Background: an optimization exercise with open tools, aiming at small area. Do not read the settings as production practice. Function was checked by simulation only, so behaviour that the tests miss may differ from the original. Power figures rest on the tool's default switching activity, not on a simulated workload.

===== flow/run.sh =====
#!/bin/bash
# synth_recipe.tcl (not shown) runs the flow's synth.tcl, then flattens the netlist and writes it again
# the make line also repeats each setting of config.mk as NAME=value (left out here)
make -C /OpenROAD-flow-scripts/flow DESIGN_CONFIG=/design/flow/config.mk WORK_HOME=/design/flow/orfs CLKGATE_MAP_FILE= SYNTH_SCRIPT=/design/flow/synth_recipe.tcl finish

===== flow/config.mk =====
export PLATFORM = sky130hd
export DESIGN_NAME = uavtalk_txn
export DESIGN_NICKNAME = uavtalk_txn
export VERILOG_FILES = /design/flow/design.v
export SDC_FILE = /design/flow/constraint.sdc
export NUM_CORES = 4
export LEC_CHECK = 0
export CAP_MARGIN = 20
export CORE_MARGIN = 2
export CORE_UTILIZATION = 40
export SLEW_MARGIN = 20

===== flow/constraint.sdc =====
create_clock -name core_clock -period 10.0 [get_ports {clk}]
set_input_delay 2.0000 -clock core_clock [delete_from_list [all_inputs] [get_ports {clk}]]
set_output_delay 2.0000 -clock core_clock [all_outputs]
set_load 0.01 [all_outputs]

===== flow/design.v =====
module uavtalk_txn #(
    parameter DEPTH = 16
) (
    input  wire        clk,
    input  wire        rst,           
    input  wire        cmd_valid,
    input  wire [2:0]  cmd_op,
    input  wire [31:0] cmd_obj,
    input  wire [15:0] cmd_inst,
    output reg         rsp_valid,
    output reg         rsp_hit,
    output reg         rsp_full,
    output reg         note_valid,
    output reg         note_fail,
    output reg  [31:0] note_obj,
    output reg  [15:0] note_inst
);
    localparam [2:0] OP_OPEN_OBJ = 3'd0,    
                     OP_OPEN_ACK = 3'd1,    
                     OP_RX_OBJ   = 3'd2,
                     OP_RX_ACK   = 3'd3,
                     OP_RX_NACK  = 3'd4,
                     OP_CANCEL   = 3'd5;
    localparam [15:0] ALL_INST = 16'hFFFF;
    reg [DEPTH-1:0] t_valid;
    reg [31:0]      t_obj   [0:DEPTH-1];
    reg [15:0]      t_inst  [0:DEPTH-1];
    reg [DEPTH-1:0] t_resp;               
    reg [DEPTH-1:0] exact_v, wild_v;
    integer e;
    always @* begin
        for (e = 0; e < DEPTH; e = e + 1) begin
            exact_v[e] = t_valid[e] && t_obj[e] == cmd_obj && t_inst[e] == cmd_inst;
            wild_v[e]  = t_valid[e] && t_obj[e] == cmd_obj && t_inst[e] == ALL_INST;
        end
    end
    wire exact_hit = |exact_v;
    wire wild_hit  = |wild_v;
    wire find_hit  = exact_hit | wild_hit;
    wire [DEPTH-1:0] find_v = exact_hit ? exact_v : wild_v;
    wire find_resp = |(find_v & t_resp);
    reg [DEPTH-1:0] free_v;
    reg             seen;
    integer f;
    always @* begin
        seen = 1'b0;
        for (f = 0; f < DEPTH; f = f + 1) begin
            free_v[f] = !t_valid[f] && !seen;
            seen      = seen | !t_valid[f];
        end
    end
    wire free_found = ~&t_valid;
    wire is_open   = (cmd_op == OP_OPEN_OBJ) || (cmd_op == OP_OPEN_ACK);
    wire is_rx     = (cmd_op == OP_RX_OBJ) || (cmd_op == OP_RX_ACK);
    wire want_ack  = cmd_op[0];
    wire inst_all  = cmd_inst == ALL_INST;
    wire inst_zero = cmd_inst == 16'h0000;
    wire do_open  = is_open && (exact_hit || free_found);
    wire rx_ok    = !inst_all && find_hit && (find_resp == want_ack) &&
                    (exact_hit || inst_zero);
    wire do_close = (is_rx && rx_ok) ||
                    (cmd_op == OP_RX_NACK && find_hit) ||
                    (cmd_op == OP_CANCEL  && find_hit);
    wire act       = cmd_valid && !rst;
    wire [DEPTH-1:0] set_v = (act && is_open && !exact_hit) ? free_v : {DEPTH{1'b0}};
    wire [DEPTH-1:0] clr_v = (act && do_close) ? find_v : {DEPTH{1'b0}};
    wire [DEPTH-1:0] resp_we = ~t_valid | ((act && is_open) ? exact_v : {DEPTH{1'b0}});
    integer w;
    always @(posedge clk) begin
        for (w = 0; w < DEPTH; w = w + 1) begin
            if (!t_valid[w]) begin
                t_obj[w]  <= cmd_obj;
                t_inst[w] <= cmd_inst;
            end
            if (resp_we[w])
                t_resp[w] <= want_ack;
        end
    end
    always @(posedge clk) begin
        if (rst)
            t_valid <= {DEPTH{1'b0}};
        else
            t_valid <= (t_valid | set_v) & ~clr_v;
    end
    always @(posedge clk) begin
        if (rst) begin
            rsp_valid  <= 1'b0;
            note_valid <= 1'b0;
        end else begin
            rsp_valid  <= cmd_valid;
            note_valid <= cmd_valid && do_close;
        end
        rsp_hit   <= do_open | do_close;
        rsp_full  <= is_open && !do_open;
        note_fail <= cmd_op == OP_CANCEL;
        note_obj  <= cmd_obj;
        note_inst <= exact_hit ? cmd_inst : ALL_INST;
    end
endmodule

==> results.json, run 1 <==
{
  "die_x_um": 314.3,
  "place_congestion": 1.001,
  "fin_worst_skew_ps": 25.26,
  "hold_buffers": 0,
  "critPathMaxFanout": 19,
  "numCtsBuffers": 93,
  "grt_pass1_vias": 24160,
  "grt_pass1_wl_mm": 164.6,
  "power.density_nw_per_um2": 188.6,
  "viasPerCell": 5.811,
  "antenna_found_initial": 6,
  "min_period_ps": 6120,
  "max_cap_viol_count": 0,
  "switching_share": 0.2367,
  "comb_power_share": 0.078,
  "tns_ps": 0,
  "dr.pass1.iters": 6,
  "ios": 107,
  "ys.flop_type": "edfxtp_1",
  "drt-total-wl_mm": 114.1,
  "ir_drop_mv": 0.1457,
  "clkLatencyLatePin_ps": 680,
  "yosys_warnings": 3,
  "async_flop_share": 0,
  "intPower_uw": 6302,
  "slew_viol_final": 0,
  "total_power_uw": 8257,
  "avgSynthCellArea_sq_um": 13.92,
  "power.leakage_uw": 0.01430,
  "clk_pin_slew_ps": 70,
  "vias": 24830,
  "p_clk_frac": 0.415,
  "hold_start": "t_valid[7]",
  "synth_edf_count": 784,
  "area.growth.synth_to_final_pct": 13.66,
  "wire_per_inst_um": 26.71,
  "grt_max_degree": 52,
  "drtAntennaViolNets": 0,
  "critical_path.endpoint_type": "register",
  "regToRegStartpoint": "t_inst[14][14]",
  "synth-seq-cells": 853,
  "hp-class": "register to register",
  "seq_area_frac_synth": 0.6472,
  "dp_slack_ps": 3312,
  "critPathLaunchType": "input pin",
  "hold_viol": 0,
  "final_common_cell": "edfxtp_1",
  "chipHeight_um": 314.3,
  "cts_tree": "built",
  "required_ps": 10510,
  "rows": 113,
  "synth_area_sq_um": 38510,
  "clock_path_buffers": 3,
  "power_switching_uw": 1954,
  "setup-violations-final": 0,
  "fp.coreArea_sq_um": 95150,
  "synth_cells": 2766,
  "drtIter0Drc": 2801,
  "htree_levels": 3,
  "design_area_sq_um": 43770,
  "max_clock_freq_mhz": 163.4,
  "io_buffer_count": 106,
  "clkSinkCount": 853,
  "timing.final.crit_share": 0.6120,
  "drc": 0,
  "fin_ws_ps": 3880,
  "slew_headroom": 0.1970,
  "cts_setup_buffers": 0,
  "post_cts_resized": 0,
  "grtUsageTotal": 0.2273,
  "critPathKind": "input pin to register",
  "rsz0062_at_grt": "no",
  "worstMarginPinSlew_ps": 1194,
  "drive_gt1_frac": 0.1005,
  "final_cell_mix": "784 x edfxtp_1, 556 x xnor2_1, 328 x nand4_1",
  "dpl.hpwl_mm": 71.91,
  "placed_area_sq_um": 40700,
  "p_seq_frac": 0.507,
  "syn_nets": 2820,
  "start_util": 0.4048,
  "die-area_sq_um": 98780,
  "grt.overflow.total": 0,
  "yosysUniqueCellTypes": 72,
  "root_buffer": "clkbuf_16",
  "status": "finished clean",
  "cp.arrival_ps": 6630,
  "final_nets": 2985,
  "worstSetupStartpoint": "cmd_obj[2]"
}
==> cells by family after synthesis <==
logic type             Yosys count  share of synthesized area
AND/OR/NAND/NOR                912                     0.1389
buffers and inverters          152                    0.02404
flip-flops                     853                     0.6472
XOR/XNOR                       709                     0.1626
AO/OA/AOI/OAI                  140                    0.02732
==> power groups by stage <==
stage | sequential [uW] | clock, uW | combinational, uW
6_report | 4190 | 3420 | 643
5_1_grt | 4200 | 3620 | 693
4_1_cts | 4190 | 3480 | 645
3_5_place_dp | 4260 | 0 | 642
3_3_place_gp | 4260 | 0 | 634
2_1_floorplan | 4240 | 0 | 422
==> registers in the layout, indices dropped and copies added (netlist names) <==
| register | flops |
|---|---|
| note_obj | 32 |
| t_valid | 16 |
| note_valid | 1 |
| t_obj | 512 |
| note_fail | 1 |
| note_inst | 16 |
| rsp_full | 1 |
| t_inst | 256 |
| rsp_valid | 1 |
| t_resp | 16 |
| rsp_hit | 1 |
==> worst paths after layout <==
path / to / slack [ps] / depth (start not counted)
max: t_valid[12] / 3880 / 12
min: t_resp[7] / 590 / 1
max reg2reg: t_valid[12] / 5730 / 10
min reg2reg: t_resp[7] / 590 / 1
==> cell type report <==
cell class                 count  area, sq um
multi-input combinational   1761        12680
sequential                   853        24920
timing repair buffer         179         1389
inverter                      43        170.2
clock inverter                45        465.4
fill                        8314        51380
antenna                        1        2.502
tap                         1265         1583
clock buffer                 125         2565
==> routing by layer <==
metal / track usage / share of wire
met5: 0 / 0.000096
met4: 0.07634 / 0.031
met3: 0.04084 / 0.081
met2: 0.3493 / 0.45
met1: 0.3255 / 0.44
==> synth_stat cells, types with 4 or more instances <==
library cell  count  area (sq um)
edfxtp_1        784         23540
xnor2_1         556          4870
nand4_1         328          2052
xor2_1          146          1279
nor4_1          116         725.7
nand2b_1        101         631.9
nand2_1          84         315.3
nor2_1           70         262.8
dfxtp_1          69          1381
nand3_1          66         330.3
buf_4            50         375.4
inv_1            42         157.7
nor3_1           35         175.2
buf_2            32         160.2
o21ai_0          23         115.1
a31oi_1          17         106.4
buf_6            17         191.4
and3_1           15         93.84
o2111ai_1        15         131.4
nor2b_1          14         87.58
o22ai_1          13         81.33
or4_1            12         90.09
a21oi_1          11         55.05
clkbuf_1         10         37.54
and2_1            8         50.05
and4_1            8         70.07
nand4b_1          8         70.07
nor3b_1           8         60.06
or2_2             8         50.05
nor4b_1           7         61.31
a32o_1            6         60.06
nor4bb_1          6         60.06
o21a_1            6         45.04
xnor2_2           6         97.59
o221ai_1          5         43.79
o32ai_1           5         43.79
or3_1             5         31.28
a22o_1            4         35.03
o211ai_1          4         30.03
==> per-stage QoR <==
stage / cells / hold slack (ps) / util
after floorplan: 2766 / 474.1 / -
after global placement: 4099 / 565.0 / 0.4276
after detailed placement: 4099 / 569.2 / 0.4277
after CTS: 4269 / 574.8 / 0.4595
after global routing: 4271 / 598.5 / 0.4600
final: 4272 / 589.4 / 0.4600
==> worst max-delay path: stages <==
cell and delay, ps:
buf_2 660, buf_4 460, xnor2_1 180, nand4_1 120
nor4b_1 920, nand4_1 420, o31a_1 230, nand4_2 120
nor2_2 180, a2111oi_4 380, xor2_2 700, a31oi_1 180
==> inputs of run 2 (changes only) <==
==> flow/config.mk (replaced) <==
export PLATFORM = sky130hd
export DESIGN_NAME = uavtalk_txn
export DESIGN_NICKNAME = uavtalk_txn
export VERILOG_FILES = /design/flow/design.v
export SDC_FILE = /design/flow/constraint.sdc
export NUM_CORES = 4
export LEC_CHECK = 0
export CAP_MARGIN = 0
export CORE_MARGIN = 2
export CORE_UTILIZATION = 60
export CTS_BUF_LIST = sky130_fd_sc_hd__clkbuf_8
export CTS_CLUSTER_SIZE = 30
export SLEW_MARGIN = 0
==> run 2 against run 1 <==
First-iteration DRC count rose by 19%. Combinational power barely moved. Final area fell by 1.8%. Worst setup slack improved by 190 ps. Synthesized area did not move. Critical path type unchanged. Wire length fell by 4.1%. Count of clock-buffer cells in the layout rose by 27. Sequential cell count did not move. Fmax rose by 3.2%.
==> results.json, run 2 <==
{
  "status": "finished clean",
  "largest_reg_flops": 512,
  "regMostFlops": "t_obj",
  "regToRegStartpoint": "t_inst[9][2]",
  "critPathKind": "input pin to register",
  "drive_gt1_frac": 0.1136,
  "clkSinkCount": 853,
  "worstMarginPinSlew_ps": 1217,
  "dp_slack_ps": 3402,
  "synth_most_common_cell": "edfxtp_1",
  "hp-class": "register to register",
  "max_cap_viol_count": 0,
  "synth_top_area_cell": "edfxtp_1",
  "drtAntennaViolNets": 0,
  "cpMostUsedCell": "nand4_1",
  "post_cts_resized": 0,
  "final_cell_mix": "784 x edfxtp_1, 556 x xnor2_1, 328 x nand4_1",
  "r2r_cells": 10,
  "synth_cells": 2766,
  "yosysUniqueCellTypes": 72,
  "drt-total-wl_mm": 109.5,
  "io_buffer_count": 106,
  "avgSynthCellArea_sq_um": 13.92,
  "cts_tree": "built",
  "antenna_found_initial": 9,
  "crit_slowest_cell": "nor4_1",
  "critPathLaunchType": "input pin",
  "drtIter0Drc": 3340,
  "slew_viol_final": 0,
  "fin_worst_skew_ps": 38.76,
  "viasPerCell": 6.411,
  "critical_path.endpoint_type": "register",
  "reg2reg_to": "t_valid[4]",
  "cts_setup_buffers": 0,
  "cp.arrival_ps": 6550,
  "drc": 0,
  "async_flop_share": 0,
  "power.leakage_uw": 0.01436,
  "ios": 107,
  "htree_levels": 4,
  "worstSetupStartpoint": "cmd_obj[12]",
  "grt_pass1_vias": 24380,
  "hold_viol": 0,
  "slew_headroom": 0.1810,
  "clock_path_buffers": 3,
  "dpl.hpwl_mm": 70.05,
  "die-area_sq_um": 66230,
  "setup-violations-final": 0,
  "synth-seq-cells": 853,
  "synth.area.top_cells": "edfxtp_1 61%, xnor2_1 13%, nand4_1 5.3%",
  "grt_pass1_wl_mm": 159.6,
  "seq_area_frac_synth": 0.6472,
  "die_x_um": 257.4,
  "max_clock_freq_mhz": 168.7,
  "ir_drop_mv": 0.1650,
  "dr.pass1.iters": 8,
  "hold_buffers": 0,
  "nFillCells": 4487,
  "clk_pin_slew_ps": 60,
  "rsz0062_at_grt": "no",
  "reg2reg_setup_slack_ps": 5660,
  "yosys_warnings": 3,
  "grt.overflow.total": 0,
  "required_ps": 10630,
  "fp.coreArea_sq_um": 63310,
  "fin_ws_ps": 4072,
  "place_congestion": 1.040,
  "rows": 92,
  "vias": 25200,
  "endpoint": "t_valid[4]",
  "grtUsageTotal": 0.3304,
  "power.density_nw_per_um2": 184.5,
  "holdPathStages": 1,
  "wire_per_inst_um": 27.84,
  "synth_common_cells": "784 x edfxtp_1, 556 x xnor2_1, 328 x nand4_1",
  "chipHeight_um": 257.4,
  "syn_nets": 2820,
  "clkLatencyLatePin_ps": 820,
  "root_buffer": "clkbuf_8",
  "synth_area_sq_um": 38510,
  "critPathMaxStageDelay_ps": 940,
  "final_common_cell": "edfxtp_1",
  "synth_top_cell_area_share": 0.6113,
  "grt_max_degree": 52,
  "final_nets": 3026,
  "synth_edf_count": 784,
  "numCtsBuffers": 140,
  "cp_cell_sequence": "buf_2, buf_4, xnor2_1, nand4_1, nor4_1, nand4_1, o31a_1, nand4_2, nor2_2, a2111oi_4, xor2_2, a31oi_1",
  "critPathMaxFanout": 24,
  "timing.final.crit_share": 0.5928,
  "ys.flop_type": "edfxtp_1",
  "area.growth.synth_to_final_pct": 11.62,
  "start_util": 0.6083,
  "tns_ps": 0,
  "reg_top3": "t_obj: 512 flops, t_inst: 256 flops, note_obj: 32 flops",
  "min_period_ps": 5928
}
-- run 2: cell types whose count changed in the layout (fill, tap and decap cells not counted), sizes merged --
cell / before / now
buf: 121 / 115
bufinv: 6 / 8
clkinv: 36 / 41
diode: 1 / 3
inv: 42 / 90
clkbuf: 125 / 152
-- run 2: how the worst min path moves through the flow --
stage / from / endpoint / slack [ps]
after floorplan: t_valid[15] / rsp_full / 470
after global placement: t_valid[6] / t_resp[6] / 540
after detailed placement: t_valid[6] / t_resp[6] / 550
after CTS: t_valid[6] / t_resp[6] / 560
after global routing: t_valid[6] / t_resp[6] / 620
final: t_valid[6] / t_resp[6] / 550
-- run 2: layer usage --
layer  GRT usage  wire length (um)  vias up
met2      0.5011             49730     1447
met4      0.1527              4752        4
met5           0                25        -
met3     0.07506             10570      276
met1      0.4574             44390    12550
li1            -                 -    10930
-- run 2: logic make-up (layout without fill, tap and decap cells) --
| family | count (synthesis) | count (layout) | synth area share |
|---|---|---|---|
| and+or+nand+nor | 912 | 912 | 0.1389 |
| DFF | 853 | 853 | 0.6472 |
| xor gates and xnor gates | 709 | 709 | 0.1626 |
| buffers and inverters | 152 | 468 | 0.02404 |
| AOI/OAI and AO/OA | 140 | 140 | 0.02732 |
| other | 0 | 3 | 0 |
-- run 2: stage by stage --
| stage | total power (uW) | hold slack, ps | util | cell area, sq um | cells |
|---|---|---|---|---|---|
| after floorplan | 4659 | 474.1 | - | 38510 | 2766 |
| after global placement | 4883 | 541.3 | 0.6340 | 40140 | 3676 |
| after detailed placement | 4897 | 553.9 | 0.6340 | 40140 | 3676 |
| after CTS | 7967 | 556.4 | 0.6789 | 42980 | 3928 |
| after global routing | 8189 | 615.4 | 0.6789 | 42980 | 3929 |
| final | 7932 | 554.0 | 0.6790 | 42990 | 3931 |
-- run 2: area by class of cell --
class	instances	area, sq um	share of cell area
Tap cell	846	1059	0.02462
Timing Repair Buffer	173	1324	0.03079
Multi-Input combinational cell	1761	12670	0.2947
Clock inverter	100	752.0	0.01749
Sequential cell	853	24920	0.5798
Clock buffer	152	2092	0.04866
Antenna cell	3	7.507	0.0001746
Inverter	43	161.4	0.003755
-- run 2: critical path, delay by kind of cell --
family,cells,cell delay (ps)
AOI/OAI and AO/OA,3,830
buffers and inverters,2,1000
xor gates and xnor gates,2,900
and+or+nand+nor,5,1760
-- run 2: report_power, final --
part | switching [uW] | internal, uW | leakage [uW] | total [uW]
Clock | 1460 | 1640 | 0.00158 | 3100
Sequential | 114 | 4080 | 0.00887 | 4190
Combinational | 387 | 255 | 0.00391 | 643
==> inputs of run 3 (changes only) <==
--- a/flow/design.v
+++ b/flow/design.v
@@ -1,3 +1,28 @@
+module uavtalk_txn_entry (
+    input  wire        clk,
+    input  wire        valid,
+    input  wire [31:0] cmd_obj,
+    input  wire [15:0] cmd_inst,
+    input  wire        resp_we,
+    input  wire        resp_in,
+    output wire        exact,         
+    output wire        wild,          
+    output reg         resp           
+);
+    reg [31:0] obj;
+    reg [15:0] inst;
+    always @(posedge clk) begin
+        if (!valid) begin
+            obj  <= cmd_obj;
+            inst <= cmd_inst;
+        end
+        if (resp_we)
+            resp <= resp_in;
+    end
+    wire obj_eq = obj == cmd_obj;
+    assign exact = valid && obj_eq && inst == cmd_inst;
+    assign wild  = valid && obj_eq && &inst;
+endmodule
 module uavtalk_txn #(
     parameter DEPTH = 16
 ) (
@@ -22,18 +47,18 @@
                      OP_RX_NACK  = 3'd4,
                      OP_CANCEL   = 3'd5;
     localparam [15:0] ALL_INST = 16'hFFFF;
-    reg [DEPTH-1:0] t_valid;
-    reg [31:0]      t_obj   [0:DEPTH-1];
-    reg [15:0]      t_inst  [0:DEPTH-1];
-    reg [DEPTH-1:0] t_resp;               
-    reg [DEPTH-1:0] exact_v, wild_v;
-    integer e;
-    always @* begin
-        for (e = 0; e < DEPTH; e = e + 1) begin
-            exact_v[e] = t_valid[e] && t_obj[e] == cmd_obj && t_inst[e] == cmd_inst;
-            wild_v[e]  = t_valid[e] && t_obj[e] == cmd_obj && t_inst[e] == ALL_INST;
+    reg  [DEPTH-1:0] t_valid;
+    wire [DEPTH-1:0] exact_v, wild_v, t_resp, resp_we;
+    wire             want_ack = cmd_op[0];
+    genvar g;
+    generate
+        for (g = 0; g < DEPTH; g = g + 1) begin : ent
+            uavtalk_txn_entry u (
+                .clk(clk), .valid(t_valid[g]), .cmd_obj(cmd_obj), .cmd_inst(cmd_inst),
+                .resp_we(resp_we[g]), .resp_in(want_ack),
+                .exact(exact_v[g]), .wild(wild_v[g]), .resp(t_resp[g]));
         end
-    end
+    endgenerate
     wire exact_hit = |exact_v;
     wire wild_hit  = |wild_v;
     wire find_hit  = exact_hit | wild_hit;
@@ -52,7 +77,6 @@
     wire free_found = ~&t_valid;
     wire is_open   = (cmd_op == OP_OPEN_OBJ) || (cmd_op == OP_OPEN_ACK);
     wire is_rx     = (cmd_op == OP_RX_OBJ) || (cmd_op == OP_RX_ACK);
-    wire want_ack  = cmd_op[0];
     wire inst_all  = cmd_inst == ALL_INST;
     wire inst_zero = cmd_inst == 16'h0000;
     wire do_open  = is_open && (exact_hit || free_found);
@@ -61,21 +85,10 @@
     wire do_close = (is_rx && rx_ok) ||
                     (cmd_op == OP_RX_NACK && find_hit) ||
                     (cmd_op == OP_CANCEL  && find_hit);
-    wire act       = cmd_valid && !rst;
+    wire act = cmd_valid && !rst;
     wire [DEPTH-1:0] set_v = (act && is_open && !exact_hit) ? free_v : {DEPTH{1'b0}};
     wire [DEPTH-1:0] clr_v = (act && do_close) ? find_v : {DEPTH{1'b0}};
-    wire [DEPTH-1:0] resp_we = ~t_valid | ((act && is_open) ? exact_v : {DEPTH{1'b0}});
-    integer w;
-    always @(posedge clk) begin
-        for (w = 0; w < DEPTH; w = w + 1) begin
-            if (!t_valid[w]) begin
-                t_obj[w]  <= cmd_obj;
-                t_inst[w] <= cmd_inst;
-            end
-            if (resp_we[w])
-                t_resp[w] <= want_ack;
-        end
-    end
+    assign resp_we = ~t_valid | ((act && is_open) ? exact_v : {DEPTH{1'b0}});
     always @(posedge clk) begin
         if (rst)
             t_valid <= {DEPTH{1'b0}};
--- a/flow/config.mk
+++ b/flow/config.mk
@@ -7,7 +7,9 @@
 export LEC_CHECK = 0
 export CAP_MARGIN = 0
 export CORE_MARGIN = 2
-export CORE_UTILIZATION = 60
-export CTS_BUF_LIST = sky130_fd_sc_hd__clkbuf_8
+export CORE_UTILIZATION = 70
+export CTS_BUF_LIST = sky130_fd_sc_hd__clkbuf_16
+export CTS_CLUSTER_DIAMETER = 80
 export CTS_CLUSTER_SIZE = 30
 export SLEW_MARGIN = 0
+export SYNTH_HIERARCHICAL = 1
==> run 3 against run 2 <==
Worst setup slack worse by 1000 ps. Synthesized cell count down 19%. Register-to-register slack worse by 910 ps. Clock power down 42%. Critical path depth unchanged. Sequential cell count unchanged. Critical path type unchanged. Total power down 19%. Highest routed layer unchanged. Combinational power down 26%. Sequential share of layout area up 7.0 points. Cell count down 21%. Sequential power about the same. Largest cell class unchanged. Global-route usage down 2.5 points.
==> results.json, run 3 <==
{
  "drtIter0Drc": 2266,
  "async_flop_share": 0,
  "regMostFlops": "ent.u.obj",
  "fp.coreArea_sq_um": 49970,
  "max_cap_viol_count": 0,
  "synth_edf_count": 784,
  "clock_path_buffers": 3,
  "chipHeight_um": 228.5,
  "worstSetupStartpoint": "cmd_obj[3]",
  "critPathLaunchType": "input pin",
  "switching_share": 0.2265,
  "avgSynthCellArea_sq_um": 15.84,
  "die-area_sq_um": 52210,
  "antenna_cells": 0,
  "post_cts_resized": 0,
  "busiest_layer": "met2",
  "min_period_ps": 6971,
  "required_ps": 10410,
  "hold_viol": 0,
  "synth-seq-cells": 853,
  "synth.area.top_cells": "edfxtp_1 67%, xor2_1 19%, nor4_1 4.2%",
  "fin_worst_skew_ps": 30.59,
  "area.growth.synth_to_final_pct": 8.810,
  "fin_util": 0.7682,
  "slew_headroom": 0.1630,
  "synth_top_cell_area_share": 0.6674,
  "rsz0062_at_grt": "no",
  "critPathMaxStageDelay_ps": 1110,
  "critical_path.endpoint_type": "register",
  "power_switching_uw": 1460,
  "largest_reg_flops": 512,
  "yosysUniqueCellTypes": 38,
  "viasPerCell": 6.263,
  "dr.pass1.iters": 6,
  "drc": 0,
  "final_cell_mix": "784 x edfxtp_1, 752 x xor2_1, 236 x nor4_1",
  "timing.final.crit_share": 0.6971,
  "design_area_sq_um": 38390,
  "tns_ps": 0,
  "cts_setup_buffers": 0,
  "grt.overflow.total": 0,
  "ir_drop_mv": 0.1799,
  "max_clock_freq_mhz": 143.5,
  "grt_max_degree": 49,
  "root_buffer": "clkbuf_16",
  "syn_nets": 2281,
  "io_buffer_count": 106,
  "antenna_found_initial": 1,
  "final_common_cell": "edfxtp_1",
  "hold_buffers": 0,
  "drtAntennaViolNets": 0,
  "synth_area_sq_um": 35280,
  "dp_cells": 3036,
  "cp_cell_sequence": "clkdlybuf4s50_1, buf_4, xor2_1, nor4_1, nand4_1, nor4_1, nor4_1, nand4_1, o21ai_0, a211o_2, a311oi_4, a211oi_1",
  "reg2reg_to": "t_valid[3]",
  "endpoint": "t_valid[3]",
  "vias": 19420,
  "power.leakage_uw": 0.01393,
  "hp-class": "register to register",
  "grt_pass1_wl_mm": 118.8,
  "reg_top3": "ent.u.obj: 512 flops, ent.u.inst: 256 flops, note_obj: 32 flops",
  "clk_pin_slew_ps": 100,
  "drt-total-wl_mm": 78.67,
  "cpMostUsedCell": "nor4_1",
  "grt_pass1_vias": 19230,
  "clkLatencyLatePin_ps": 600,
  "yosys_warnings": 8,
  "power.density_nw_per_um2": 168.0,
  "htree_levels": 2,
  "numCtsBuffers": 37,
  "clkSinkCount": 853,
  "finalNonFillerCells": 3101,
  "comb_power_share": 0.073,
  "placed_area_sq_um": 37230,
  "status": "finished clean",
  "ios": 107,
  "drive_gt1_frac": 0.06958,
  "critPathMaxFanout": 22,
  "worstMarginPinSlew_ps": 1254,
  "p_seq_frac": 0.646,
  "crit_slowest_cell": "clkdlybuf4s50_1",
  "grtUsageTotal": 0.3058,
  "ys.flop_type": "edfxtp_1",
  "dpl.hpwl_mm": 48.78,
  "place_congestion": 0.9632,
  "synth_most_common_cell": "edfxtp_1",
  "synth_top_area_cell": "edfxtp_1",
  "seq_area_frac_synth": 0.7065,
  "p_clk_frac": 0.281,
  "r2r_cells": 10,
  "rows": 82,
  "use_met1": 0.4570,
  "cts_tree": "built",
  "start_util": 0.7060,
  "use_met3": 0.04179,
  "slew_viol_final": 0,
  "final_nets": 2457,
  "cp.arrival_ps": 7380,
  "synth_cells": 2227,
  "wire_per_inst_um": 25.37,
  "intPower_uw": 4989,
  "die_x_um": 228.5,
  "use_met2": 0.4807,
  "reg2reg_setup_slack_ps": 4750,
  "synth_common_cells": "784 x edfxtp_1, 752 x xor2_1, 237 x nor4_1",
  "critPathKind": "input pin to register",
  "setup-violations-final": 0,
  "regToRegStartpoint": "ent[3].u.obj[8]"
}
==> run 3: cell types whose count changed after synthesis, sizes merged, moves of 59 or more <==
cell,previous run,this run
xor2,147,752
xnor2,562,16
nand4,329,121
nor4,119,237
buf,99,3
nand2b,101,15
nor2,71,12
==> run 3: cells by family (layout without fill, tap and decap cells) <==
group | Yosys count | after routing | share of synthesized area
AND/OR/NAND/NOR | 504 | 504 | 0.08260
AO/OA/AOI/OAI | 70 | 70 | 0.01646
XOR/XNOR | 768 | 768 | 0.1907
buffers and inverters | 32 | 234 | 0.003759
flip-flops | 853 | 853 | 0.7065
==> run 3: metrics by stage <==
step           hold WS (ps)  setup WS (ps)  total power (uW)
2_1_floorplan         487.7           5351              4461
3_3_place_gp          530.5           2588              4688
3_5_place_dp          537.1           2415              4716
4_1_cts               543.8           3098              6462
5_1_grt               561.4           2742              6637
6_report              544.6           3029              6449
==> run 3: worst min-delay path by stage <==
| stage | slack, ps | from | to | cells after the start |
|---|---|---|---|---|
| 6_report | 540 | t_valid[3] | ent[3].u.resp | 1 |
| 5_1_grt | 560 | t_valid[12] | ent[12].u.resp | 1 |
| 4_1_cts | 540 | t_valid[3] | ent[3].u.resp | 1 |
| 3_5_place_dp | 540 | t_valid[15] | ent[15].u.resp | 1 |
| 3_3_place_gp | 530 | t_valid[3] | ent[3].u.resp | 1 |
| 2_1_floorplan | 490 | t_valid[15] | rsp_full | 2 |
==> run 3: power by group through the flow <==
stage | registers, uW | clock network, uW | logic, uW
floorplan | 4230 | 0 | 234
global placement | 4240 | 0 | 453
detailed placement | 4250 | 0 | 470
CTS | 4170 | 1820 | 474
global route | 4180 | 1940 | 515
finish | 4160 | 1810 | 473
==> run 3: modules after synthesis (local to each module, per instance) <==
module             flip-flops and latches  cells inside
uavtalk_txn_entry                      49           123
uavtalk_txn                            69           259
==> run 3: layout make-up <==
type	count	area (sq um)
clock buffer	39	975.9
clock inverter	26	177.7
fill	2953	11580
inverter	21	78.83
multi-input combinational	1342	10230
sequential	853	24920
tap	672	840.8
timing repair buffer	148	1156
==> run 3: routing by layer <==
metal	vias up	part of all wire
met5	-	0.00017
met4	2	0.027
met3	118	0.078
met2	773	0.47
met1	9804	0.43
li1	8726	-
==> run 3: worst max-delay path: cells and delay by family <==
| family | cells | cell delay, ps |
|---|---|---|
| and+or+nand+nor | 5 | 2110 |
| buffers and inverters | 2 | 1460 |
| AOI/OAI and AO/OA | 4 | 1690 |
| xor gates and xnor gates | 1 | 100 |
==> inputs of run 4 (changes only) <==
==> flow/flow/run.sh (new file) <==
#!/bin/bash
set -euo pipefail
export BUFFER_PORTS_ARGS="-buffer_cell sky130_fd_sc_hd__buf_1"
export CTS_ARGS="-sink_clustering_enable -repair_clock_nets -sink_clustering_size 30 -sink_clustering_max_diameter 80 -buf_list sky130_fd_sc_hd__clkbuf_16 -dont_use_dummy_load"
bash standard.sh > standard.log 2>&1
==> flow/standard.sh (new file) <==
#!/bin/bash
# synth_recipe.tcl (not shown) runs the flow's synth.tcl, then flattens the netlist and writes it again
# the make line also repeats each setting of config.mk as NAME=value (left out here)
make -C /OpenROAD-flow-scripts/flow DESIGN_CONFIG=/design/flow/config.mk WORK_HOME=/design/flow/orfs CLKGATE_MAP_FILE= SYNTH_SCRIPT=/design/flow/synth_recipe.tcl "${@:-finish}"
removed: flow/run.sh
==> run 4 against run 3 <==
Worst hold slack worse by 11 ps. Combinational power is 2% lower. Critical path depth is 1 lower. Sequential share of layout area is 0.86 points higher. Fmax is 3.7% lower. Synthesized area stayed put. Cell count is 0.52% lower. Non-clock buffer count is 12 higher. Sequential cell count stayed put. Highest routed layer is now met4.
==> results.json, run 4 <==
{
  "status": "finished clean",
  "critPathLaunchType": "input pin",
  "hp-class": "register to register",
  "busiest_layer": "met2",
  "critPathKind": "input pin to register",
  "synth_top_cell_area_share": 0.6674,
  "max_cap_viol_count": 0,
  "yosys_warnings": 8,
  "numCtsBuffers": 37,
  "worstMarginPinSlew_ps": 1266,
  "synth-seq-cells": 853,
  "async_flop_share": 0,
  "drtAntennaViolNets": 0,
  "hold_viol": 0,
  "synth_most_common_cell": "edfxtp_1",
  "synth_cells": 2227,
  "grt_max_degree": 49,
  "reg_top3": "ent.u.obj: 512 flops, ent.u.inst: 256 flops, note_obj: 32 flops",
  "min_period_ps": 7239,
  "ir_drop_mv": 0.2286,
  "grt_pass1_vias": 18910,
  "clk_pin_slew_ps": 80,
  "dr.pass1.iters": 6,
  "slew_viol_final": 0,
  "critPathMaxFanout": 33,
  "synth_common_cells": "784 x edfxtp_1, 752 x xor2_1, 237 x nor4_1",
  "die-area_sq_um": 52210,
  "avgSynthCellArea_sq_um": 15.84,
  "place_congestion": 1.004,
  "use_met3": 0.04229,
  "cts_setup_buffers": 0,
  "drc": 0,
  "max_clock_freq_mhz": 138.1,
  "yosysUniqueCellTypes": 38,
  "clkLatencyLatePin_ps": 600,
  "final_cell_mix": "784 x edfxtp_1, 752 x xor2_1, 233 x nor4_1",
  "cp_cell_sequence": "clkbuf_2, xor2_1, nor4_1, nand4_1, nor4_1, nor4_1, nand4_1, o21ai_0, a211o_2, a311oi_4, a211oi_2",
  "drt-total-wl_mm": 80.20,
  "area.growth.synth_to_final_pct": 7.388,
  "htree_levels": 2,
  "regMostFlops": "ent.u.obj",
  "start_util": 0.7060,
  "setup-violations-final": 0,
  "placed_area_sq_um": 36960,
  "ys.flop_type": "edfxtp_1",
  "clkSinkCount": 853,
  "antenna_cells": 0,
  "largest_reg_flops": 512,
  "grtUsageTotal": 0.3072,
  "rows": 82,
  "wire_per_inst_um": 26.00,
  "synth_area_sq_um": 35280,
  "synth.area.top_cells": "edfxtp_1 67%, xor2_1 19%, nor4_1 4.2%",
  "final_common_cell": "edfxtp_1",
  "tns_ps": 0,
  "crit_slowest_cell": "a311oi_4",
  "io_buffer_count": 106,
  "crit_family": "simple AND/OR/NAND/NOR gates",
  "power.leakage_uw": 0.01367,
  "path_buf_inv": 1,
  "nFillCells": 3002,
  "timing.final.crit_share": 0.7239,
  "root_buffer": "clkbuf_16",
  "use_met1": 0.4676,
  "vias": 19550,
  "register_area_sq_um": 24920,
  "grt.overflow.total": 0,
  "drive_gt1_frac": 0.07169,
  "chipHeight_um": 228.5,
  "synth_edf_count": 784,
  "final_nets": 2469,
  "critical_path.endpoint_type": "register",
  "cp.arrival_ps": 7630,
  "rsz0062_at_grt": "no",
  "cpMostUsedCell": "nor4_1",
  "syn_nets": 2281,
  "use_met2": 0.4713,
  "fin_worst_skew_ps": 61.65,
  "hold_buffers": 0,
  "cts_tree": "built",
  "antenna_found_initial": 1,
  "post_cts_resized": 0,
  "fp.coreArea_sq_um": 49970,
  "viasPerCell": 6.338,
  "drtIter0Drc": 2412,
  "critPathMaxStageDelay_ps": 920,
  "slew_headroom": 0.1485,
  "multi_input_area_sq_um": 10250,
  "required_ps": 10400,
  "seq_area_frac_synth": 0.7065,
  "dpl.hpwl_mm": 50.30,
  "design_area_sq_um": 37880,
  "synth_top_area_cell": "edfxtp_1",
  "ios": 107,
  "grt_pass1_wl_mm": 119.0,
  "die_x_um": 228.5,
  "clock_path_buffers": 3,
  "fin_util": 0.7582,
  "power.density_nw_per_um2": 166.2
}
## run 4: final timing paths
path	start	endpoint	slack, ps	depth (start not counted)
worst min-delay path	t_valid[14]	ent[14].u.resp	530	1
worst max register to register	ent[0].u.obj[21]	t_valid[14]	4430	10
worst min register to register	t_valid[14]	ent[14].u.resp	530	1
worst max-delay path	cmd_obj[4]	t_valid[14]	2760	11
## run 4: worst reg2reg max path, delay by kind of cell (launching register included)
family,cells,cell delay (ps)
AO/OA/AOI/OAI,4,1730
flip-flops,1,390
XOR/XNOR,1,160
AND/OR/NAND/NOR,5,3090
## run 4: cell families after synthesis
| logic type | after synthesis | share of synthesized area |
|---|---|---|
| compound gates | 70 | 0.01646 |
| xor+xnor | 768 | 0.1907 |
| buf+inv | 32 | 0.003759 |
| flops | 853 | 0.7065 |
| simple gates | 504 | 0.08260 |
## run 4: metal layers
| layer | routed length (um) | part of all wire | vias up |
|---|---|---|---|
| met5 | 0 | 0 | - |
| met2 | 36750 | 0.46 | 844 |
| met4 | 2513 | 0.031 | 0 |
| met3 | 6770 | 0.084 | 115 |
| met1 | 34170 | 0.43 | 9861 |
| li1 | - | - | 8733 |
## run 4: final cells by class
type / instances / area share
Timing Repair Buffer: 160 / 0.02279
Inverter: 21 / 0.002081
Tap cell: 672 / 0.02219
Multi-Input combinational cell: 1342 / 0.2706
Clock buffer: 37 / 0.02444
Sequential cell: 853 / 0.6579
## run 4: power breakdown
group | switching [uW] | internal, uW
Sequential | 94.6 | 4070
Clock | 996 | 669
Combinational | 298 | 165
## run 4: stage by stage
| stage | power (uW) | hold slack (ps) | instances | setup WS (ps) |
|---|---|---|---|---|
| after floorplan | 4461 | 487.7 | 2227 | 5351 |
| after global placement | 4680 | 523.6 | 3048 | 2443 |
| after detailed placement | 4708 | 534.3 | 3048 | 2363 |
| after CTS | 6312 | 525.7 | 3085 | 2937 |
| after global routing | 6487 | 540.0 | 3085 | 2386 |
| final | 6295 | 533.4 | 3085 | 2761 |
## run 4: per-module statistics from Yosys, one instance, submodules excluded
module	cell area, sq um	copies in the design
uavtalk_txn	2566	1
uavtalk_txn_entry	2044	16
==> inputs of run 5 (changes only) <==
==> flow/flow/run.sh (replaced) <==
#!/bin/bash
# The standard layout (standard.sh: standard synthesis, floorplan, place,
# CTS, route, finish), with one change: the buffers that placement puts on
# every input and output port are the smallest buffer, buf_1, instead of the
# resizer's default choice; repair_design then sizes up any port buffer that
# needs more drive. The full output goes to standard.log in the work folder.
set -euo pipefail
export BUFFER_PORTS_ARGS="-buffer_cell sky130_fd_sc_hd__buf_1"
bash standard.sh > standard.log 2>&1
==> run 5 against run 4 <==
Synthesized area did not move. Total power rose by 3.4%. Critical path type unchanged. Fmax rose by 1.5%. Sequential cell count did not move. Largest power group unchanged. Largest cell class unchanged. First-iteration DRC count fell by 8.5%. Clock skew fell by 24 ps. Final area rose by 0.73%. Critical path depth did not move. Critical endpoint is now t_valid[4]. Non-clock buffer count did not move. Synthesized cell count did not move. Via count fell by 0.42%. Register-to-register slack improved by 100 ps.
==> results.json, run 5 <==
{
  "status": "finished clean",
  "numCtsBuffers": 37,
  "clock_path_buffers": 3,
  "vias": 19470,
  "ys.flop_type": "edfxtp_1",
  "clkSinkCount": 853,
  "rows": 82,
  "synth_common_cells": "784 x edfxtp_1, 752 x xor2_1, 237 x nor4_1",
  "max_cap_viol_count": 0,
  "root_buffer": "clkbuf_16",
  "final_common_cell": "edfxtp_1",
  "slew_headroom": 0.1395,
  "synth_top_area_cell": "edfxtp_1",
  "hold_buffers": 0,
  "setup-violations-final": 0,
  "crit_family": "simple AND/OR/NAND/NOR gates",
  "max_clock_freq_mhz": 140.3,
  "cp_cell_sequence": "clkbuf_2, xor2_1, nor4_1, nand4_1, nor4_1, nor4_1, nand4_1, o21ai_0, a211o_2, a311oi_4, a211oi_1",
  "wire_per_inst_um": 25.77,
  "critPathMaxStageDelay_ps": 920,
  "ir_drop_mv": 0.2288,
  "synth-seq-cells": 853,
  "power.leakage_uw": 0.01384,
  "start_util": 0.7060,
  "grt_max_degree": 49,
  "critical_path.endpoint_type": "register",
  "chipHeight_um": 228.5,
  "reg_top3": "ent.u.obj: 512 flops, ent.u.inst: 256 flops, note_obj: 32 flops",
  "ios": 107,
  "final_cell_mix": "784 x edfxtp_1, 752 x xor2_1, 233 x nor4_1",
  "clkLatencyLatePin_ps": 600,
  "synth.area.top_cells": "edfxtp_1 67%, xor2_1 19%, nor4_1 4.2%",
  "worstMarginPinSlew_ps": 1279,
  "antenna_found_initial": 1,
  "regMostFlops": "ent.u.obj",
  "power.density_nw_per_um2": 170.5,
  "area.growth.synth_to_final_pct": 8.175,
  "cp.arrival_ps": 7550,
  "drive_gt1_frac": 0.07661,
  "cts_setup_buffers": 0,
  "holdWs_ps": 553.5,
  "critPathLaunchType": "input pin",
  "synth_most_common_cell": "edfxtp_1",
  "viasPerCell": 6.255,
  "dpl.hpwl_mm": 50.30,
  "fin_worst_skew_ps": 37.79,
  "cts_tree": "built",
  "critPathMaxFanout": 33,
  "clk_pin_slew_ps": 110,
  "critPathKind": "input pin to register",
  "seq_area_frac_synth": 0.7065,
  "drt-total-wl_mm": 80.23,
  "crit_slowest_cell": "a311oi_4",
  "synth_cells": 2227,
  "die-area_sq_um": 52210,
  "drtAntennaViolNets": 0,
  "io_buffer_count": 106,
  "drc": 0,
  "holdPathStages": 1,
  "async_flop_share": 0,
  "hold_viol": 0,
  "yosysUniqueCellTypes": 38,
  "fp.coreArea_sq_um": 49970,
  "grt_pass1_wl_mm": 119.1,
  "slew_viol_final": 0,
  "required_ps": 10420,
  "hp-class": "register to register",
  "post_cts_resized": 0,
  "timing.final.crit_share": 0.7128,
  "die_x_um": 228.5,
  "grt.overflow.total": 0,
  "largest_reg_flops": 512,
  "r2r_cells": 10,
  "tns_ps": 0,
  "synth_edf_count": 784,
  "synth_top_cell_area_share": 0.6674,
  "cpMostUsedCell": "nor4_1",
  "min_period_ps": 7128,
  "synth_area_sq_um": 35280,
  "crit_cells": 11,
  "final_nets": 2469,
  "syn_nets": 2281,
  "rsz0062_at_grt": "no",
  "nFillCells": 2966,
  "yosys_warnings": 8,
  "path_buf_inv": 1,
  "drtIter0Drc": 2207,
  "antenna_cells": 0,
  "htree_levels": 2,
  "dr.pass1.iters": 6,
  "grtUsageTotal": 0.3075,
  "place_congestion": 1.004,
  "grt_pass1_vias": 18940,
  "avgSynthCellArea_sq_um": 15.84
}
[run 5: cell counts after synthesis]
Identical to the previous run, type by type.
[run 5: metal layers]
metal	GRT usage	up-vias	wire [um]	part of all wire
met3	0.04591	114	6437	0.080
li1	-	8754	-	-
met2	0.4703	797	36730	0.46
met5	0	-	0	0
met4	0.09334	0	2477	0.031
met1	0.4661	9806	34580	0.43
[run 5: worst reg2reg max path, delay by kind of cell (launching register included)]
kind	cells	cell delay, ps
AOI/OAI and AO/OA	4	1720
DFF	1	390
and+or+nand+nor	5	3040
xor gates and xnor gates	1	170
[run 5: kinds of logic (layout without fill, tap and decap cells)]
| kind of cell | Yosys count | count (layout) | synth area share |
|---|---|---|---|
| buffers and inverters | 32 | 246 | 0.003759 |
| flip-flops | 853 | 853 | 0.7065 |
| AO/OA/AOI/OAI | 70 | 70 | 0.01646 |
| XOR/XNOR | 768 | 768 | 0.1907 |
| AND/OR/NAND/NOR | 504 | 504 | 0.08260 |
[run 5: final timing paths]
check        slack [ps]              to              from
min reg2reg         550  ent[14].u.resp       t_valid[14]
max                2870      t_valid[4]       cmd_obj[21]
max reg2reg        4530      t_valid[4]  ent[0].u.obj[21]
min                 550  ent[14].u.resp       t_valid[14]
[run 5: per-module statistics from Yosys (local to each module, per instance)]
module | flip-flops and latches | cells inside | cell area [sq um]
uavtalk_txn | 69 | 259 | 2566
uavtalk_txn_entry | 49 | 123 | 2044
[run 5: per-stage QoR]
step	power, uW	std cells	setup WS (ps)	util	instance area, sq um
detailed placement	4708	3048	2363	0.7397	36960
global placement	4680	3048	2443	0.7397	36960
finish	6506	3113	2872	0.7638	38160
floorplan	4461	2227	5351	-	35280
CTS	6520	3113	3006	0.7638	38160
global route	6703	3113	2420	0.7638	38160
[run 5: cell type report]
type / count / area [sq um] / share of cell area
Multi-Input combinational cell: 1342 / 10250 / 0.2686
Sequential cell: 853 / 24920 / 0.6531
Inverter: 21 / 78.83 / 0.002066
Tap cell: 672 / 840.8 / 0.02203
Timing Repair Buffer: 160 / 863.3 / 0.02262
Clock inverter: 27 / 252.7 / 0.006623
Clock buffer: 38 / 950.9 / 0.02492
[run 5: report_power, final]
| group | switching, uW | leakage (uW) | internal, uW |
|---|---|---|---|
| registers | 94.5 | 0.00886 | 4070 |
| logic | 298 | 0.00435 | 165 |
| clock network | 1080 | 0.000633 | 801 |
==> inputs of run 6 (changes only) <==
==> flow/flow/run.sh (replaced) <==
#!/bin/bash
set -euo pipefail
export BUFFER_PORTS_ARGS="-buffer_cell sky130_fd_sc_hd__buf_1"
export CTS_ARGS="-sink_clustering_enable -repair_clock_nets -sink_clustering_size 18 -sink_clustering_max_diameter 60 -buf_list sky130_fd_sc_hd__clkbuf_8 -dont_use_dummy_load"
bash standard.sh > standard.log 2>&1
--- a/flow/config.mk
+++ b/flow/config.mk
@@ -8,8 +8,8 @@
 export CAP_MARGIN = 0
 export CORE_MARGIN = 2
 export CORE_UTILIZATION = 70
-export CTS_BUF_LIST = sky130_fd_sc_hd__clkbuf_16
-export CTS_CLUSTER_DIAMETER = 80
-export CTS_CLUSTER_SIZE = 30
+export CTS_BUF_LIST = sky130_fd_sc_hd__clkbuf_8
+export CTS_CLUSTER_DIAMETER = 60
+export CTS_CLUSTER_SIZE = 18
 export SLEW_MARGIN = 0
 export SYNTH_HIERARCHICAL = 1
==> run 6 against run 5 <==
Final area fell by 1.1%. Count of clock-buffer cells in the layout increased by 18. Wire length fell by 0.21%. Clock skew up 20 ps. First-iteration DRC count is 5.3% higher. Synthesized area did not move. Die area is the same. Utilization shrank 0.87 points. Non-clock buffer count is the same. Worst hold slack worse by 23 ps. Critical path type unchanged. Largest cell class unchanged. Highest routed layer unchanged.
==> results.json, run 6 <==
{
  "status": "finished clean",
  "p_seq_frac": 0.680,
  "slew_viol_final": 0,
  "critPathLaunchType": "input pin",
  "die-area_sq_um": 52210,
  "max_clock_freq_mhz": 141.8,
  "required_ps": 10520,
  "tns_ps": 0,
  "fin_worst_skew_ps": 58.00,
  "crit_cells": 11,
  "hold_buffers": 0,
  "drive_gt1_frac": 0.07895,
  "fin_util": 0.7551,
  "synth_edf_count": 784,
  "switching_share": 0.2267,
  "cp_cell_sequence": "clkbuf_2, xor2_1, nor4_1, nand4_1, nor4_1, nor4_1, nand4_1, o21ai_0, a211o_2, a311oi_4, a211oi_1",
  "final_cell_mix": "784 x edfxtp_1, 752 x xor2_1, 233 x nor4_1",
  "clkLatencyLatePin_ps": 710,
  "p_clk_frac": 0.245,
  "async_flop_share": 0,
  "drtIter0Drc": 2325,
  "synth_most_common_cell": "edfxtp_1",
  "yosysUniqueCellTypes": 38,
  "worstSetupStartpoint": "cmd_obj[4]",
  "seq_area_frac_synth": 0.7065,
  "holdWs_ps": 530.9,
  "dr.pass1.iters": 5,
  "reg2reg_to": "t_valid[4]",
  "clk_pin_slew_ps": 110,
  "place_congestion": 1.004,
  "start_util": 0.7060,
  "nFillCells": 3025,
  "yosys_warnings": 8,
  "multi_input_area_sq_um": 10250,
  "wire_per_inst_um": 25.79,
  "numCtsBuffers": 56,
  "dp_cells": 3048,
  "chipHeight_um": 228.5,
  "drtAntennaViolNets": 0,
  "ios": 107,
  "critPathMaxFanout": 33,
  "io_buffer_count": 106,
  "r2r_cells": 10,
  "setup-violations-final": 0,
  "largest_reg_flops": 512,
  "regMostFlops": "ent.u.obj",
  "area.growth.synth_to_final_pct": 6.948,
  "synth_area_sq_um": 35280,
  "slew_headroom": 0.1516,
  "comb_power_share": 0.075,
  "cpMostUsedCell": "nor4_1",
  "cts_tree": "built",
  "power.density_nw_per_um2": 162.4,
  "min_period_ps": 7052,
  "rows": 82,
  "final_nets": 2488,
  "fp.coreArea_sq_um": 49970,
  "critPathMaxStageDelay_ps": 910,
  "ir_drop_mv": 0.1786,
  "finalNonFillerCells": 3104,
  "hp-class": "register to register",
  "antenna_found_initial": 0,
  "intPower_uw": 4738,
  "rsz0062_at_grt": "no",
  "worstMarginPinSlew_ps": 1261,
  "regToRegStartpoint": "ent[9].u.obj[21]",
  "endpoint": "t_valid[4]",
  "reg_top3": "ent.u.obj: 512 flops, ent.u.inst: 256 flops, note_obj: 32 flops",
  "grt_max_degree": 49,
  "syn_nets": 2281,
  "synth.area.top_cells": "edfxtp_1 67%, xor2_1 19%, nor4_1 4.2%",
  "grt_pass1_wl_mm": 119.4,
  "post_cts_resized": 0,
  "antenna_cells": 0,
  "clock_path_buffers": 3,
  "holdPathStages": 1,
  "path_buf_inv": 1,
  "register_area_sq_um": 24920,
  "dpl.hpwl_mm": 50.30,
  "ys.flop_type": "edfxtp_1",
  "final_common_cell": "edfxtp_1",
  "critPathKind": "input pin to register",
  "drc": 0,
  "grtUsageTotal": 0.3077,
  "root_buffer": "clkbuf_8",
  "synth_cells": 2227,
  "grt.overflow.total": 0,
  "synth_top_cell_area_share": 0.6674,
  "die_x_um": 228.5,
  "vias": 19560,
  "htree_levels": 2,
  "power.leakage_uw": 0.01361,
  "avgSynthCellArea_sq_um": 15.84,
  "crit_family": "simple AND/OR/NAND/NOR gates",
  "cts_setup_buffers": 0,
  "synth_common_cells": "784 x edfxtp_1, 752 x xor2_1, 237 x nor4_1",
  "synth_top_area_cell": "edfxtp_1",
  "crit_slowest_cell": "a311oi_4",
  "timing.final.crit_share": 0.7052,
  "critical_path.endpoint_type": "register",
  "cp.arrival_ps": 7570,
  "viasPerCell": 6.301,
  "reg2reg_setup_slack_ps": 4510,
  "synth-seq-cells": 853,
  "power_switching_uw": 1389,
  "clkSinkCount": 853,
  "grt_pass1_vias": 19030,
  "hold_viol": 0,
  "drt-total-wl_mm": 80.06,
  "max_cap_viol_count": 0,
  "hold_start": "t_valid[9]"
}
[run 6: worst min-delay path by stage]
| stage | to | slack, ps |
|---|---|---|
| 3_5_place_dp | ent[14].u.resp | 530 |
| 6_report | ent[9].u.resp | 530 |
| 4_1_cts | ent[9].u.resp | 520 |
| 2_1_floorplan | rsp_full | 490 |
| 5_1_grt | ent[9].u.resp | 550 |
| 3_3_place_gp | ent[14].u.resp | 520 |
[run 6: power by group through the flow]
stage	sequential [uW]	clock, uW	combinational (uW)
finish	4170	1500	461
global route	4180	1650	503
CTS	4170	1530	463
detailed placement	4250	0	460
global placement	4240	0	443
floorplan	4230	0	234
[run 6: layer usage]
metal	share of wire	vias up	track usage
met3	0.081	133	0.04541
met4	0.033	0	0.09886
met1	0.43	9825	0.4691
li1	-	8759	-
met2	0.45	840	0.4655
met5	0	-	0
[run 6: cell type report]
cell class | count | share of cell area
sequential | 853 | 0.6606
multi-input combinational | 1342 | 0.2717
timing repair buffer | 160 | 0.02288
tap | 672 | 0.02229
clock buffer | 56 | 0.02043
inverter | 21 | 0.002089
[run 6: through the flow]
step                area, sq um  total power (uW)  setup WS (ps)
floorplan                 35280              4461           5351
global placement          36960              4680           2443
detailed placement        36960              4708           2363
CTS                       37730              6155           3109
global route              37730              6333           2702
finish                    37730              6128           2948
[run 6: kinds of logic (layout without fill, tap and decap cells)]
family	after synthesis	after routing	synth area share
buffers and inverters	32	237	0.003759
xor gates and xnor gates	768	768	0.1907
and+or+nand+nor	504	504	0.08260
DFF	853	853	0.7065
AOI/OAI and AO/OA	70	70	0.01646
[run 6: Yosys stat by module (local to each module, per instance)]
| module | copies in the design | cells | flip-flops and latches |
|---|---|---|---|
| uavtalk_txn_entry | 16 | 123 | 49 |
| uavtalk_txn | 1 | 259 | 69 |
==> inputs of run 7 (changes only) <==
--- a/flow/config.mk
+++ b/flow/config.mk
@@ -7,7 +7,7 @@
 export LEC_CHECK = 0
 export CAP_MARGIN = 0
 export CORE_MARGIN = 2
-export CORE_UTILIZATION = 70
+export CORE_UTILIZATION = 85
 export CTS_BUF_LIST = sky130_fd_sc_hd__clkbuf_8
 export CTS_CLUSTER_DIAMETER = 60
 export CTS_CLUSTER_SIZE = 18
==> run 7 against run 6 <==
Utilization grew 16 points. Still clean. Combinational power rose by 12%. Sequential cell count stayed put. Cell count decreased by 5.1%. Critical endpoint is now t_valid[15]. First-iteration DRC count grew 66%. Global-route usage up 14 points. Fmax decreased by 4.5%.
==> results.json, run 7 <==
{
  "setup-violations-final": 0,
  "syn_nets": 2281,
  "p_clk_frac": 0.244,
  "min_period_ps": 7386,
  "synth.area.top_cells": "edfxtp_1 67%, xor2_1 19%, nor4_1 4.2%",
  "io_buffer_count": 106,
  "vias": 21650,
  "grt_pass1_vias": 21610,
  "dp_cells": 2891,
  "grt_max_degree": 49,
  "ys.flop_type": "edfxtp_1",
  "worstSetupStartpoint": "cmd_obj[21]",
  "max_clock_freq_mhz": 135.4,
  "antenna_found_initial": 4,
  "yosysUniqueCellTypes": 38,
  "fin_util": 0.9138,
  "synth_common_cells": "784 x edfxtp_1, 752 x xor2_1, 237 x nor4_1",
  "fin_ws_ps": 2614,
  "yosys.area_share.simple": 0.08260,
  "muxShareOfSynthArea": 0,
  "fp.coreArea_sq_um": 40920,
  "die_x_um": 207.7,
  "drtIter0Drc": 3852,
  "comb_power_share": 0.083,
  "intPower_uw": 4732,
  "slew_headroom": 0.04359,
  "ios": 107,
  "rows": 74,
  "critPathMaxStageDelay_ps": 1100,
  "chipHeight_um": 207.7,
  "synth_top_cell_area_share": 0.6674,
  "critPathLaunchType": "input pin",
  "dp_slack_ps": 2244,
  "area.growth.synth_to_final_pct": 6.005,
  "grtUsageTotal": 0.4437,
  "synth_top_area_cell": "edfxtp_1",
  "start_util": 0.8620,
  "fin_worst_skew_ps": 71.40,
  "clkSinkCount": 853,
  "timing.final.crit_share": 0.7386,
  "crit_cells": 11,
  "reg_top3": "ent.u.obj: 512 flops, ent.u.inst: 256 flops, note_obj: 32 flops",
  "hp-class": "register to register",
  "critPathKind": "input pin to register",
  "wire_per_inst_um": 32.15,
  "drt-total-wl_mm": 94.76,
  "synth_area_sq_um": 35280,
  "grt_pass1_wl_mm": 139.1,
  "synth_compound_area_frac": 0.01646,
  "largest_reg_flops": 512,
  "clkLatencyLatePin_ps": 730,
  "crit_family": "simple AND/OR/NAND/NOR gates",
  "synth_xor_area_frac": 0.1907,
  "rsz0062_at_grt": "no",
  "synth-seq-cells": 853,
  "cp.arrival_ps": 7910,
  "dpl.hpwl_mm": 55.01,
  "root_buffer": "clkbuf_8",
  "drive_gt1_frac": 0.07084,
  "htree_levels": 2,
  "regToRegStartpoint": "ent[12].u.obj[21]",
  "cts_tree": "built",
  "grt.overflow.total": 0,
  "final_nets": 2470,
  "cts_setup_buffers": 0,
  "drc": 0,
  "critical_path.endpoint_type": "register",
  "final_cell_mix": "784 x edfxtp_1, 752 x xor2_1, 236 x nor4_1",
  "clk_pin_slew_ps": 110,
  "power_switching_uw": 1493,
  "status": "finished clean",
  "async_flop_share": 0,
  "synth_top_family_by_area": "XOR/XNOR gates",
  "post_cts_resized": 0,
  "p_seq_frac": 0.673,
  "synth_most_common_cell": "edfxtp_1",
  "worstMarginPinSlew_ps": 1422,
  "yosys_warnings": 8,
  "ir_drop_mv": 0.1625,
  "slew_viol_final": 0,
  "seq_area_frac_synth": 0.7065,
  "finalNonFillerCells": 2947,
  "critPathMaxFanout": 33,
  "r2r_cells": 10,
  "path_buf_inv": 1,
  "endpoint": "t_valid[15]",
  "regMostFlops": "ent.u.obj",
  "power.density_nw_per_um2": 166.5,
  "viasPerCell": 7.347,
  "reg2reg_setup_slack_ps": 4210,
  "power.leakage_uw": 0.01352,
  "crit_slowest_cell": "nor4_1",
  "cpMostUsedCell": "nor4_1",
  "required_ps": 10520,
  "dr.pass1.iters": 6,
  "max_cap_viol_count": 0,
  "synth_adder_area_share": 0,
  "numCtsBuffers": 55,
  "die-area_sq_um": 43150,
  "drtAntennaViolNets": 0,
  "reg2reg_to": "t_valid[15]",
  "tns_ps": 0,
  "final_common_cell": "edfxtp_1",
  "synth_edf_count": 784,
  "place_congestion": 0.9984,
  "total_power_uw": 6225,
  "synth_cells": 2227,
  "avgSynthCellArea_sq_um": 15.84,
  "hold_buffers": 0,
  "cp_cell_sequence": "clkbuf_2, xor2_1, nor4_1, nand4_1, nor4_1, nor4_1, nand4_1, o21ai_0, a211o_2, a311oi_4, a211oi_1",
  "clock_path_buffers": 3,
  "switching_share": 0.2398,
  "hold_viol": 0
}
-- run 7: kinds of logic (layout without fill, tap and decap cells) --
kind of cell | Yosys count | after routing
other | 0 | 1
AO/OA/AOI/OAI | 70 | 70
buffers and inverters | 32 | 219
AND/OR/NAND/NOR | 504 | 504
flip-flops | 853 | 853
XOR/XNOR | 768 | 768
-- run 7: worst min-delay path by stage --
| stage | start | end | slack, ps | cells past startpoint |
|---|---|---|---|---|
| 6_report | t_valid[14] | ent[14].u.resp | 570 | 1 |
| 2_1_floorplan | t_valid[15] | rsp_full | 490 | 2 |
| 3_5_place_dp | t_valid[12] | ent[12].u.resp | 530 | 1 |
| 4_1_cts | t_valid[14] | ent[14].u.resp | 560 | 1 |
| 5_1_grt | t_valid[15] | ent[15].u.resp | 580 | 1 |
| 3_3_place_gp | t_valid[12] | ent[12].u.resp | 530 | 1 |
-- run 7: cell type report --
type                       instances  area (sq um)
tap                              532         665.6
multi-input combinational       1342         10230
inverter                          21         78.83
fill                            1225          3528
clock buffer                      55         757.0
sequential                       853         24920
antenna                            1         2.502
timing repair buffer             143         735.7
-- run 7: worst register-to-register path: cells and delay by family (launching register included) --
family | cells | cell delay [ps]
compound gates | 4 | 1800
xor+xnor | 1 | 190
simple gates | 5 | 3240
flops | 1 | 410
-- run 7: stage by stage --
| step | hold slack, ps | cell area, sq um |
|---|---|---|
| floorplan | 487.7 | 35280 |
| global placement | 526.1 | 36640 |
| detailed placement | 533.5 | 36640 |
| CTS | 559.2 | 37390 |
| global route | 582.9 | 37390 |
| finish | 569.4 | 37400 |
-- run 7: Yosys stat by module (local to each module, per instance) --
| module | flip-flops and latches | copies in the design | cells |
|---|---|---|---|
| uavtalk_txn | 69 | 1 | 259 |
| uavtalk_txn_entry | 49 | 16 | 123 |
-- run 7: per-layer routing --
metal / GRT usage / up-vias / part of all wire
met5: 0 / - / 0.00052
met4: 0.2120 / 8 / 0.061
met3: 0.1254 / 406 / 0.14
met2: 0.7076 / 2057 / 0.48
met1: 0.5749 / 10450 / 0.32
li1: - / 8730 / -
-- run 7: power groups by stage --
stage | sequential (uW) | clock, uW | combinational [uW]
after global routing | 4200 | 1600 | 535
after floorplan | 4230 | 0 | 234
after global placement | 4240 | 0 | 429
after detailed placement | 4260 | 0 | 475
after CTS | 4190 | 1500 | 500
final | 4190 | 1520 | 516
==> inputs of run 8 (changes only) <==
--- a/flow/config.mk
+++ b/flow/config.mk
@@ -7,7 +7,7 @@
 export LEC_CHECK = 0
 export CAP_MARGIN = 0
 export CORE_MARGIN = 2
-export CORE_UTILIZATION = 85
+export CORE_UTILIZATION = 78
 export CTS_BUF_LIST = sky130_fd_sc_hd__clkbuf_8
 export CTS_CLUSTER_DIAMETER = 60
 export CTS_CLUSTER_SIZE = 18
==> run 8 against run 7 <==
Critical endpoint is now t_valid[0]. Total power is 2.0% lower. Final area is 0.19% higher. Sequential power hardly changed. Critical path type unchanged. Highest routed layer unchanged. Via count is 8.3% lower. Fmax is 5.1% higher. Wire length is 15% lower. Clock power is 3% lower. Still clean.
==> results.json, run 8 <==
{
  "synth_compound_area_frac": 0.01646,
  "htree_levels": 2,
  "rows": 77,
  "clock_path_buffers": 3,
  "viasPerCell": 6.607,
  "finalNonFillerCells": 3004,
  "critPathMaxFanout": 33,
  "numCtsBuffers": 55,
  "hold_viol": 0,
  "yosysUniqueCellTypes": 38,
  "ir_drop_mv": 0.1882,
  "required_ps": 10500,
  "die_x_um": 216.7,
  "critPathLaunchType": "input pin",
  "power.density_nw_per_um2": 162.9,
  "drtIter0Drc": 2459,
  "die-area_sq_um": 46940,
  "cp.arrival_ps": 7530,
  "reg_top3": "ent.u.obj: 512 flops, ent.u.inst: 256 flops, note_obj: 32 flops",
  "cts_setup_buffers": 0,
  "grt_pass1_wl_mm": 119.5,
  "final_common_cell": "edfxtp_1",
  "place_congestion": 1.002,
  "critPathKind": "input pin to register",
  "max_clock_freq_mhz": 142.3,
  "dr.pass1.iters": 5,
  "worstMarginPinSlew_ps": 1265,
  "synth_edf_count": 784,
  "drive_gt1_frac": 0.07090,
  "rsz0062_at_grt": "no",
  "ios": 107,
  "power_switching_uw": 1374,
  "start_util": 0.7943,
  "drtAntennaViolNets": 0,
  "synth.area.top_cells": "edfxtp_1 67%, xor2_1 19%, nor4_1 4.2%",
  "total_power_uw": 6103,
  "drc": 0,
  "clkSinkCount": 853,
  "critPathMaxStageDelay_ps": 940,
  "slew_headroom": 0.1492,
  "fp.coreArea_sq_um": 44410,
  "setup-violations-final": 0,
  "intPower_uw": 4729,
  "synth_xor_area_frac": 0.1907,
  "synth_common_cells": "784 x edfxtp_1, 752 x xor2_1, 237 x nor4_1",
  "regMostFlops": "ent.u.obj",
  "worstSetupStartpoint": "cmd_obj[4]",
  "regToRegStartpoint": "ent[1].u.obj[21]",
  "cts_tree": "built",
  "clkLatencyLatePin_ps": 690,
  "ys.flop_type": "edfxtp_1",
  "hp-class": "register to register",
  "p_seq_frac": 0.683,
  "syn_nets": 2281,
  "area.growth.synth_to_final_pct": 6.203,
  "hold_buffers": 0,
  "antenna_found_initial": 1,
  "post_cts_resized": 0,
  "final_nets": 2468,
  "vias": 19850,
  "tns_ps": 0,
  "crit_slowest_cell": "a311oi_4",
  "avgSynthCellArea_sq_um": 15.84,
  "fin_worst_skew_ps": 58.73,
  "muxShareOfSynthArea": 0,
  "synth_top_area_cell": "edfxtp_1",
  "synth_top_family_by_area": "XOR/XNOR gates",
  "grtUsageTotal": 0.3478,
  "synth_area_sq_um": 35280,
  "yosys_warnings": 8,
  "status": "finished clean",
  "cpMostUsedCell": "nor4_1",
  "reg2reg_to": "t_valid[0]",
  "min_period_ps": 7026,
  "power.leakage_uw": 0.01352,
  "grt_pass1_vias": 19820,
  "switching_share": 0.2251,
  "io_buffer_count": 106,
  "dp_cells": 2949,
  "largest_reg_flops": 512,
  "slew_viol_final": 0,
  "cp_cell_sequence": "clkbuf_2, xor2_1, nor4_1, nand4_1, nor4_1, nor4_1, nand4_1, o21ai_0, a211o_2, a311oi_4, a211oi_1",
  "yosys.area_share.simple": 0.08260,
  "antenna_cells": 0,
  "timing.final.crit_share": 0.7026,
  "critical_path.endpoint_type": "register",
  "chipHeight_um": 216.7,
  "synth-seq-cells": 853,
  "seq_area_frac_synth": 0.7065,
  "synth_adder_area_share": 0,
  "grt_max_degree": 49,
  "synth_most_common_cell": "edfxtp_1",
  "root_buffer": "clkbuf_8",
  "r2r_cells": 10,
  "final_cell_mix": "784 x edfxtp_1, 752 x xor2_1, 234 x nor4_1",
  "dpl.hpwl_mm": 49.13,
  "synth_cells": 2227,
  "endpoint": "t_valid[0]",
  "grt.overflow.total": 0,
  "comb_power_share": 0.076,
  "async_flop_share": 0,
  "reg2reg_setup_slack_ps": 4540,
  "synth_top_cell_area_share": 0.6674,
  "p_clk_frac": 0.240,
  "nFillCells": 2124,
  "clk_pin_slew_ps": 100,
  "max_cap_viol_count": 0,
  "drt-total-wl_mm": 80.19,
  "wire_per_inst_um": 26.69
}
-- run 8: cell counts after synthesis --
Identical to the previous run, type by type.
-- run 8: area by class of cell --
| class | count | area, sq um | share of cell area |
|---|---|---|---|
| multi-input cells | 1342 | 10240 | 0.2734 |
| clock buffers | 55 | 757.0 | 0.02020 |
| well taps | 592 | 740.7 | 0.01977 |
| flip-flops and latches | 853 | 24920 | 0.6652 |
| repair buffers | 141 | 720.7 | 0.01924 |
| inverters | 21 | 78.83 | 0.002104 |
-- run 8: through the flow --
stage | setup slack [ps] | cell area, sq um | hold WS, ps | util
floorplan | 5351 | 35280 | 487.7 | -
global placement | 2518 | 36710 | 519.2 | 0.8265
detailed placement | 2487 | 36710 | 534.8 | 0.8265
CTS | 3216 | 37470 | 554.3 | 0.8436
global route | 2759 | 37470 | 581.7 | 0.8436
finish | 2974 | 37470 | 560.0 | 0.8436
-- run 8: logic make-up (layout without fill, tap and decap cells) --
logic type	Yosys count	count (layout)
AND/OR/NAND/NOR	504	504
buffers and inverters	32	217
flip-flops	853	853
AO/OA/AOI/OAI	70	70
XOR/XNOR	768	768
-- run 8: worst min path at each step --
| stage | startpoint | endpoint | cells after the start |
|---|---|---|---|
| 2_1_floorplan | t_valid[15] | rsp_full | 2 |
| 5_1_grt | t_valid[14] | ent[14].u.resp | 1 |
| 3_3_place_gp | t_valid[12] | ent[12].u.resp | 1 |
| 3_5_place_dp | t_valid[12] | ent[12].u.resp | 1 |
| 4_1_cts | t_valid[12] | ent[12].u.resp | 1 |
| 6_report | t_valid[12] | ent[12].u.resp | 1 |
-- run 8: power by group through the flow --
stage                     combinational [uW]  clock [uW]  sequential (uW)
after floorplan                          234           0             4230
after global placement                   432           0             4240
after detailed placement                 457           0             4250
after CTS                                463        1480             4170
after global routing                     502        1590             4190
final                                    465        1470             4170
-- run 8: routing by layer --
| metal | global-route usage | routed length (um) |
|---|---|---|
| met1 | 0.4966 | 31250 |
| met2 | 0.5306 | 37250 |
| met3 | 0.08070 | 8407 |
| met4 | 0.1390 | 3269 |
| met5 | 0 | 13 |
-- run 8: worst max-delay path, delay by kind of cell --
kind / cells / cell delay, ps
buffers and inverters: 1 / 460
AO/OA/AOI/OAI: 4 / 1720
AND/OR/NAND/NOR: 5 / 2990
XOR/XNOR: 1 / 320
-- run 8: Yosys stat by module (local to each module, per instance) --
module,cells,copies in the design,area (sq um)
uavtalk_txn_entry,123,16,2044
uavtalk_txn,259,1,2566

Setup slack of run 8, layout unchanged: 2.974 ns with ideal ports, 3.009 ns with driving cells assumed (clock clkbuf_16, inputs buf_2), 2.291 ns with port delays also shifted by the 0.718 ns mid clock arrival.
